This design comes from an exercise in tuning for small area and a short achievable clock period on the open sky130 flow, not from production work.
Function was checked by simulation only, so behaviour that the tests miss may differ from the original.
Power and IR drop assume default switching activity.

Setup of job 5671:
## xfold_engine
module xfold_engine (
    input             clk,
    input             rst,
    input             cmd_valid,
    input      [31:0] cmd,
    input             sink_ready,
    output            resp_valid,
    output            resp_ill,
    output     [31:0] resp,
    output            txo_valid,
    output     [7:0]  txo_data,
    output            txo_final
);
    localparam [7:0] STX = 8'h02, ETX = 8'h03, ACK = 8'h06, NAK = 8'h15;
    localparam [2:0] RX_WAIT_STX = 3'd0, RX_WAIT_LEN = 3'd1, RX_READ_DATA = 3'd2,
                     RX_CHECK_CHK = 3'd3, RX_WAIT_ETX = 3'd4, RX_DONE = 3'd5,
                     RX_ERROR = 3'd6;
    localparam [2:0] TX_IDLE = 3'd0, TX_SEND_STX = 3'd1, TX_SEND_LEN = 3'd2,
                     TX_SEND_DATA = 3'd3, TX_SEND_CHK = 3'd4, TX_SEND_ETX = 3'd5,
                     TX_DONE = 3'd6, TX_ERROR = 3'd7;
    localparam [2:0] ARQ_IDLE = 3'd0, ARQ_SENDING = 3'd1, ARQ_WAIT_ACK = 3'd2,
                     ARQ_ACKED = 3'd3, ARQ_EXHAUSTED = 3'd4, ARQ_OVERFLOW = 3'd5;
    reg [7:0]   chk_acc;
    reg         ill;
    reg [2:0]   rx_state;
    reg [1:0]   rx_err;
    reg [7:0]   rx_len;
    reg [6:0]   rx_count;
    reg [7:0]   rx_chk;
    reg [511:0] rx_buf;
    reg [2:0]   tx_state;
    reg [6:0]   tx_len;
    reg [6:0]   tx_cursor;
    reg [7:0]   tx_chk;
    reg [511:0] tx_pf;
    reg [7:0]   tx_nbyte;
    reg [7:0]   tx_pcur;
    reg [5:0]   tx_pidx;
    reg [2:0]   arq_state;
    reg [1:0]   arq_attempts;
    wire [3:0]  op  = cmd[31:28];
    wire [8:0]  a   = cmd[16:8];
    wire [7:0]  d   = cmd[7:0];
    reg  arq_send_s;     
    reg  arq_wait_s;     
    reg  tx_sending;     
    reg  tx_is_data;     
    wire arq_busy   = arq_send_s | arq_wait_s;
    wire a_big      = a[8] | a[7] | (a[6] & (a[5:0] != 6'd0));    
    wire bad, go_seed, go_fold, go_feed, go_rxrst, go_load, go_begin, go_next, go_txrst,
         go_send, go_ack, go_abort, go_clr;
    wire g_rx, g_bg, g_bgo, g_txs, g_sendok, g_sendbig, g_r0, g_r1, g_r3, g_r4, g_r5, g_r6;
    wire ack_ack, ack_nak, nak_retry, restart, cont, step_cur, emit_cur, emit_stx;
    xf_gate u_gate (
        .cmd(cmd), .cmd_valid(cmd_valid), .rst(rst), .sink_ready(sink_ready),
  ...
clock: 10.0 ns
lec_check: 0
cap_margin: 20
core_margin: 2
core_utilization: 40
cts_buf_list: sky130_fd_sc_hd__clkbuf_8
cts_cluster_diameter: 50
cts_cluster_size: 12
setup_slack_margin: 4
slew_margin: 20
synth_hierarchical: 1
tns_end_percent: 0
standard.sh (not shown) runs the stock make flow with config.mk's settings and CLKGATE_MAP_FILE= SYNTH_SCRIPT=/design/flow/synth_recipe.tcl, a recipe that flattens the netlist after the stock synthesis.
==> flow/flow/run.sh <==
#!/bin/bash
# The standard layout, with two changes to how it is made:
#  - the port buffers that placement inserts are sky130_fd_sc_hd__buf_4 cells
#    (every input and output port still gets its own buffer), and
#  - timing repair may swap a cell for one with a different footprint.
# Synthesis is the standard one, run unchanged.
set -euo pipefail
bash standard.sh synth > synth.log 2>&1
bash standard.sh BUFFER_PORTS_ARGS="-buffer_cell sky130_fd_sc_hd__buf_4" MATCH_CELL_FOOTPRINT=0 finish > layout.log 2>&1
> inputs changed (job 5671 -> job 4408)
--- a/flow/design.v
+++ b/flow/design.v
@@ -60,32 +60,31 @@
         .go_seed(go_seed), .go_fold(go_fold), .go_feed(go_feed), .go_rxrst(go_rxrst),
         .go_load(go_load), .go_begin(go_begin), .go_next(go_next), .go_txrst(go_txrst),
         .go_send(go_send), .go_ack(go_ack), .go_abort(go_abort), .go_clr(go_clr),
         .g_rx(g_rx), .g_bg(g_bg), .g_bgo(g_bgo), .g_txs(g_txs), .g_sendok(g_sendok),
         .g_sendbig(g_sendbig), .g_r0(g_r0), .g_r1(g_r1), .g_r3(g_r3), .g_r4(g_r4),
         .g_r5(g_r5), .g_r6(g_r6),
         .ack_ack(ack_ack), .ack_nak(ack_nak), .nak_retry(nak_retry), .restart(restart),
         .cont(cont), .step_cur(step_cur), .emit_cur(emit_cur), .emit_stx(emit_stx),
         .txo_valid(txo_valid), .txo_final(txo_final)
     );
     wire [15:0] a_np16;
-    wire [3:0]  a_np4, a_np4b, a_np4s;
+    wire [3:0]  a_np4, a_np4s;
     xf_pre4  u_apre0 (.s(a[3:0]), .np(a_np16));
     xf_pre2e u_apre1 (.s(a[5:4]), .off(a[6]), .np(a_np4));
-    xf_pre2e u_apre1b (.s(a[5:4]), .off(a[6]), .np(a_np4b));
     xf_pre2e u_apre2 (.s(a[5:4]), .off(tx_sending), .np(a_np4s));
     wire [63:0] a_oh;
     genvar g, i;
     generate
         for (g = 0; g < 64; g = g + 1) begin : g_aoh
-            xf_nor2 u (.a(a_np16[g % 16]), .b((g % 2) ? a_np4b[g / 16] : a_np4[g / 16]), .y(a_oh[g]));
+            xf_nor2 u (.a(a_np16[g % 16]), .b(a_np4[g / 16]), .y(a_oh[g]));
         end
     endgenerate
     wire [7:0] pfb_rd;
     xf_aomux u_pfb (.in({tx_pf[503:0], STX}), .oh(a_oh), .out(pfb_rd));
     wire [7:0] top_pf    = tx_pf[511:504] & {8{a[6]}};
     wire [7:0] begin_chk = pfb_rd | top_pf;
     function [7:0] step_x;
         input [6:0] k;
         integer j;
         begin
             step_x = 8'h01;
@@ -98,30 +97,26 @@
     xf_pre4  u_ppre0 (.s(tx_pidx[3:0]), .np(p_np16));
     xf_pre2e u_ppre1 (.s(tx_pidx[5:4]), .off(!tx_sending), .np(p_np4s));
     wire [7:0] pf_rd2;
     wire [63:0] rd2_oh;
     generate
         for (g = 0; g < 64; g = g + 1) begin : g_rd2oh
             xf_o22ai u (.a1(a_np16[g % 16]), .a2(a_np4s[g / 16]),
                         .b1(p_np16[g % 16]), .b2(p_np4s[g / 16]), .y(rd2_oh[g]));
         end
     endgenerate
     xf_aomux u_pf2 (.in(tx_pf), .oh(rd2_oh), .out(pf_rd2));
-    wire [7:0]  load_rr;
-    wire [31:0] load_dq;
-    wire [7:0]  load_k = step_x(a[6:0]) ^ d;
+    wire [7:0] load_rr, load_delta;
+    wire [7:0] load_k = step_x(a[6:0]) ^ d;
     xf_xor8 u_dx0 (.a(pf_rd2), .b(pfb_rd), .y(load_rr));
-    xf_xor8 u_dx1 (.a(load_rr), .b(load_k), .y(load_dq[7:0]));
-    xf_xor8 u_dx2 (.a(load_rr), .b(load_k), .y(load_dq[15:8]));
-    xf_xor8 u_dx3 (.a(load_rr), .b(load_k), .y(load_dq[23:16]));
-    xf_xor8 u_dx4 (.a(load_rr), .b(load_k), .y(load_dq[31:24]));
+    xf_xor8 u_dx1 (.a(load_rr), .b(load_k), .y(load_delta));
     wire [7:0] rx_rd;
     xf_aomux u_rxrd (.in(rx_buf), .oh(a_oh), .out(rx_rd));
     reg [2:0] f_rx_state;
     reg [1:0] f_rx_err;
     reg [7:0] f_rx_len, f_rx_chk;
     reg [6:0] f_rx_count;
     always @* begin
         f_rx_state = rx_state; f_rx_err = rx_err; f_rx_len = rx_len;
         f_rx_count = rx_count; f_rx_chk = rx_chk;
         case (rx_state)
             RX_WAIT_STX: if (d == STX) begin
@@ -343,28 +338,29 @@
     always @(posedge clk) begin
         tx_nbyte <= n_tx_nbyte;
         tx_pcur  <= n_tx_pcur;
         tx_pidx  <= (n_tx_state == TX_SEND_DATA) ? n_tx_cursor[5:0] + 6'd1 : 6'd0;
     end
     generate
         for (g = 0; g < 64; g = g + 1) begin : g_rxw
             always @(posedge clk)
                 if (!rst && rx_we && rx_count[5:0] == g) rx_buf[8*g +: 8] <= d;
         end
     endgenerate
+    wire [7:0] load_x = load_delta;
     generate
         for (g = 0; g < 64; g = g + 1) begin : g_load
             wire upd = go_load && (a[5:0] <= g);
             wire [7:0] nxt;
             for (i = 0; i < 8; i = i + 1) begin : g_bit
-                xf_upd u (.q(tx_pf[8*g + i]), .m(upd), .x(load_dq[8*(g / 16) + i]), .y(nxt[i]));
+                xf_upd u (.q(tx_pf[8*g + i]), .m(upd), .x(load_x[i]), .y(nxt[i]));
             end
             always @(posedge clk)
                 tx_pf[8*g +: 8] <= nxt;
         end
     endgenerate
 endmodule
 module xf_gate (
     input  [31:0] cmd,
     input         cmd_valid,
     input         rst,
     input         sink_ready,
==> comparison <==
The routed wire length on met2 in job 4408 was higher than what job 5671 gave.
Per the comparison of job 4408 with job 5671, clock-buffer cell count -13; portion of total power attributed to combinational logic moved down.
Any difference in layout-stage area growth over the synthesis result between job 5671 and job 4408 is small enough to ignore.
[job 4408 vs job 5671] via count of the routed design: lower in job 4408
Area of all placed cells without fillers: job 4408 vs job 5671 down about 0.56%
Top fanout value on the critical path: job 4408 < job 5671
The area after detailed placement of job 4408 is lower than that of job 5671.
Wire length of the first global-routing pass (higher): job 5671
Of job 4408 and job 5671, job 5671 shows the lower via count of the first global-routing pass, with job 4408 above it.

* * *

## main
Another version of the RTL of xfold_engine (not shown whole).
For scale: about 4600 cells after synthesis, ~1100 flip-flops, about 50000 sq um of cells after synthesis.
Design xfold_engine, start of the top module:
module xfold_engine (
    input             clk,
    input             rst,
    input             cmd_valid,
    input      [31:0] cmd,
    input             sink_ready,
    output            resp_valid,
    output            resp_ill,
    output     [31:0] resp,
    output            txo_valid,
    output     [7:0]  txo_data,
    output            txo_final
);
==> flow/config.mk <==
export PLATFORM = sky130hd
export DESIGN_NAME = xfold_engine
export DESIGN_NICKNAME = xfold_engine
export VERILOG_FILES = /design/flow/design.v
export SDC_FILE = /design/flow/constraint.sdc
export NUM_CORES = 4
export LEC_CHECK = 0
export CAP_MARGIN = 20
export CORE_MARGIN = 2
export CORE_UTILIZATION = 40
export SETUP_SLACK_MARGIN = 4
export SLEW_MARGIN = 20
export SYNTH_HIERARCHICAL = 1
export TNS_END_PERCENT = 0
==> flow/constraint.sdc <==
create_clock -name core_clock -period 10.0 [get_ports {clk}]
set_input_delay 2.0000 -clock core_clock [delete_from_list [all_inputs] [get_ports {clk}]]
set_output_delay 2.0000 -clock core_clock [all_outputs]
set_load 0.01 [all_outputs]
run.sh (not shown) runs the stock make flow with config.mk's settings and CLKGATE_MAP_FILE= SYNTH_SCRIPT=/design/flow/synth_recipe.tcl, a recipe that flattens the netlist after the stock synthesis.
Stock flow here: none of the scripts above is used.
The flow did not stop early for main: all stages ran, and the layout cleared the timing, design-rule and antenna checks.
Here is what was changed in the inputs of the feature branch compared with main.
diff --git a/flow/design.v b/flow/design.v
--- a/flow/design.v
+++ b/flow/design.v
@@ -36,18 +36,19 @@
     reg [7:0]   tx_nbyte;
     reg [7:0]   tx_pcur;
     reg [2:0]   arq_state;
     reg [1:0]   arq_attempts;
     wire [3:0]  op  = cmd[31:28];
     wire [8:0]  a   = cmd[16:8];
     wire [7:0]  d   = cmd[7:0];
-    wire arq_busy   = (arq_state == ARQ_SENDING) || (arq_state == ARQ_WAIT_ACK);
-    wire arq_send_s = (arq_state == ARQ_SENDING);
-    wire arq_wait_s = (arq_state == ARQ_WAIT_ACK);
-    wire tx_sending = (tx_state != TX_IDLE) && (tx_state != TX_DONE) && (tx_state != TX_ERROR);
+    reg  arq_send_s;     
+    reg  arq_wait_s;     
+    reg  tx_sending;     
+    reg  tx_is_data;     
+    wire arq_busy   = arq_send_s | arq_wait_s;
     wire a_big      = a[8] | a[7] | (a[6] & (a[5:0] != 6'd0));    
     wire bad, go_seed, go_fold, go_feed, go_rxrst, go_load, go_begin, go_next, go_txrst,
          go_send, go_ack, go_abort, go_clr;
     wire g_rx, g_bg, g_bgo, g_txs, g_sendok, g_sendbig, g_r0, g_r1, g_r3, g_r4, g_r5, g_r6;
     wire ack_ack, ack_nak, nak_retry, restart, cont, step_cur, emit_cur, emit_stx;
     xf_gate u_gate (
         .cmd(cmd), .cmd_valid(cmd_valid), .rst(rst), .sink_ready(sink_ready),
@@ -81,15 +82,15 @@
         integer j;
         begin
             step_x = 8'h01;
             for (j = 1; j < 8; j = j + 1)
                 step_x[j] = step_x[j-1] & k[j-1];
         end
     endfunction
-    wire       is_data = (tx_state == TX_SEND_DATA);
+    wire       is_data = tx_is_data;
     wire [5:0] pre_idx = is_data ? tx_cursor[5:0] + 6'd1 : 6'd0;
     wire [3:0] p_np0, p_np1, p_np2;
     xf_pre2  u_ppre0 (.s(pre_idx[1:0]), .np(p_np0));
     xf_pre2  u_ppre1 (.s(pre_idx[3:2]), .np(p_np1));
     xf_pre2  u_ppre2 (.s(pre_idx[5:4]), .np(p_np2));
     wire [7:0] pf_rd2;
     wire [63:0] rd2_oh;
@@ -285,33 +286,41 @@
             ill          <= 1'b0;
             rx_state     <= RX_WAIT_STX;
             rx_err       <= 2'd0;
             rx_len       <= 8'h00;
             rx_count     <= 7'h00;
             rx_chk       <= 8'h00;
             tx_state     <= TX_IDLE;
+            tx_sending   <= 1'b0;
+            tx_is_data   <= 1'b0;
             tx_len       <= 7'd0;
             tx_cursor    <= 7'd0;
             tx_chk       <= 8'h00;
             arq_state    <= ARQ_IDLE;
+            arq_send_s   <= 1'b0;
+            arq_wait_s   <= 1'b0;
             arq_attempts <= 2'd0;
         end else begin
             if (go_seed || go_fold) chk_acc <= chk_word;
             if (bad) ill <= 1'b1;
             else if (go_clr)      ill <= 1'b0;
             rx_state     <= n_rx_state;
             rx_err       <= n_rx_err;
             rx_len       <= n_rx_len;
             rx_count     <= n_rx_count;
             rx_chk       <= n_rx_chk;
             tx_state     <= n_tx_state;
+            tx_sending   <= (n_tx_state != TX_IDLE) && (n_tx_state != TX_DONE) && (n_tx_state != TX_ERROR);
+            tx_is_data   <= (n_tx_state == TX_SEND_DATA);
             tx_len       <= n_tx_len;
             tx_cursor    <= n_tx_cursor;
             tx_chk       <= n_tx_chk;
             arq_state    <= n_arq_state;
+            arq_send_s   <= (n_arq_state == ARQ_SENDING);
+            arq_wait_s   <= (n_arq_state == ARQ_WAIT_ACK);
             arq_attempts <= n_arq_attempts;
         end
     end
     always @(posedge clk) begin
         tx_nbyte <= n_tx_nbyte;
         tx_pcur  <= n_tx_pcur;
     end
[summary]
- Result: PASS for each of the feature branch and main
- main → the feature branch: H-tree depth reported by CTS flat; mean post-synth cell area flat; setup slack on the worst flop-to-flop path up 0.02 ns.
- The feature branch against main; internal power summed over all cells is down slightly.
- For main, the first element of the critical path was cmd[13], unlike the feature branch, where it was tx_cursor[0]$_SDFF_PP0_.
- Between main and the feature branch, the die area does not differ in any meaningful way.
- Diff main..the feature branch | total power | negligible
- Status: multi-input gate area in the final layout parity (the feature branch, main)
- Critical path depth: higher on the feature branch
- Comparing the feature branch and main, share of total power in sequential cells is higher on the feature branch.
- Post-route fraction of the period consumed by the critical path, the feature branch and main, lower one = the feature branch.
- Across both runs, routed via count was higher for the feature branch than for main.
- Number of standard cells in the layout, taps in and fillers out (higher): the feature branch
- Relative to main, average wire per standard cell decreased by 0.30 um in the feature branch.
- Sort the feature branch and main by inverter count of the layout excluding clock inverters asc -> top: main
- The feature branch ended up with sky130_fd_sc_hd__xnor2_4 as its slowest library cell on the worst path; main ended up with sky130_fd_sc_hd__nor4_4.

-- what the ideal ports hide --
No port has a modelled driver above. Below, the same layouts with a new extraction and two added sets of constraints. Step 1 sets driving cells, clkbuf_16 on the clock port and buf_2 on the other inputs (assumed; they add their load-dependent delay and slew). Step 2 moves the port delays by t, midway between the first and last clock arrival at a register: inputs arrive t later, outputs are due t later. That takes back most of the time a late clock gives input paths. Three values: no drivers, after step 1, after step 2; two values: the first two.
| run | shift t [ns] | setup WS [ns] | slew at the worst register clock pin (ns) |
|---|---|---|---|
| job 5671 | 0.935 | 3.312 / 3.161 / 2.797 | 0.09 / 0.09 |
| job 4408 | 0.965 | 3.454 / 3.416 / 2.654 | 0.09 / 0.09 |
| main | 0.842 | 2.987 / 2.902 / 2.228 | 0.07 / 0.07 |
| the feature branch | 0.830 | 3.064 / 3.064 / 2.240 | 0.07 / 0.07 |
After both steps setup and hold are still met in every run listed. For the feature branch, which loses most, drivers alone change the setup slack by 0.000 ns; drivers and shift together by -0.824 ns.
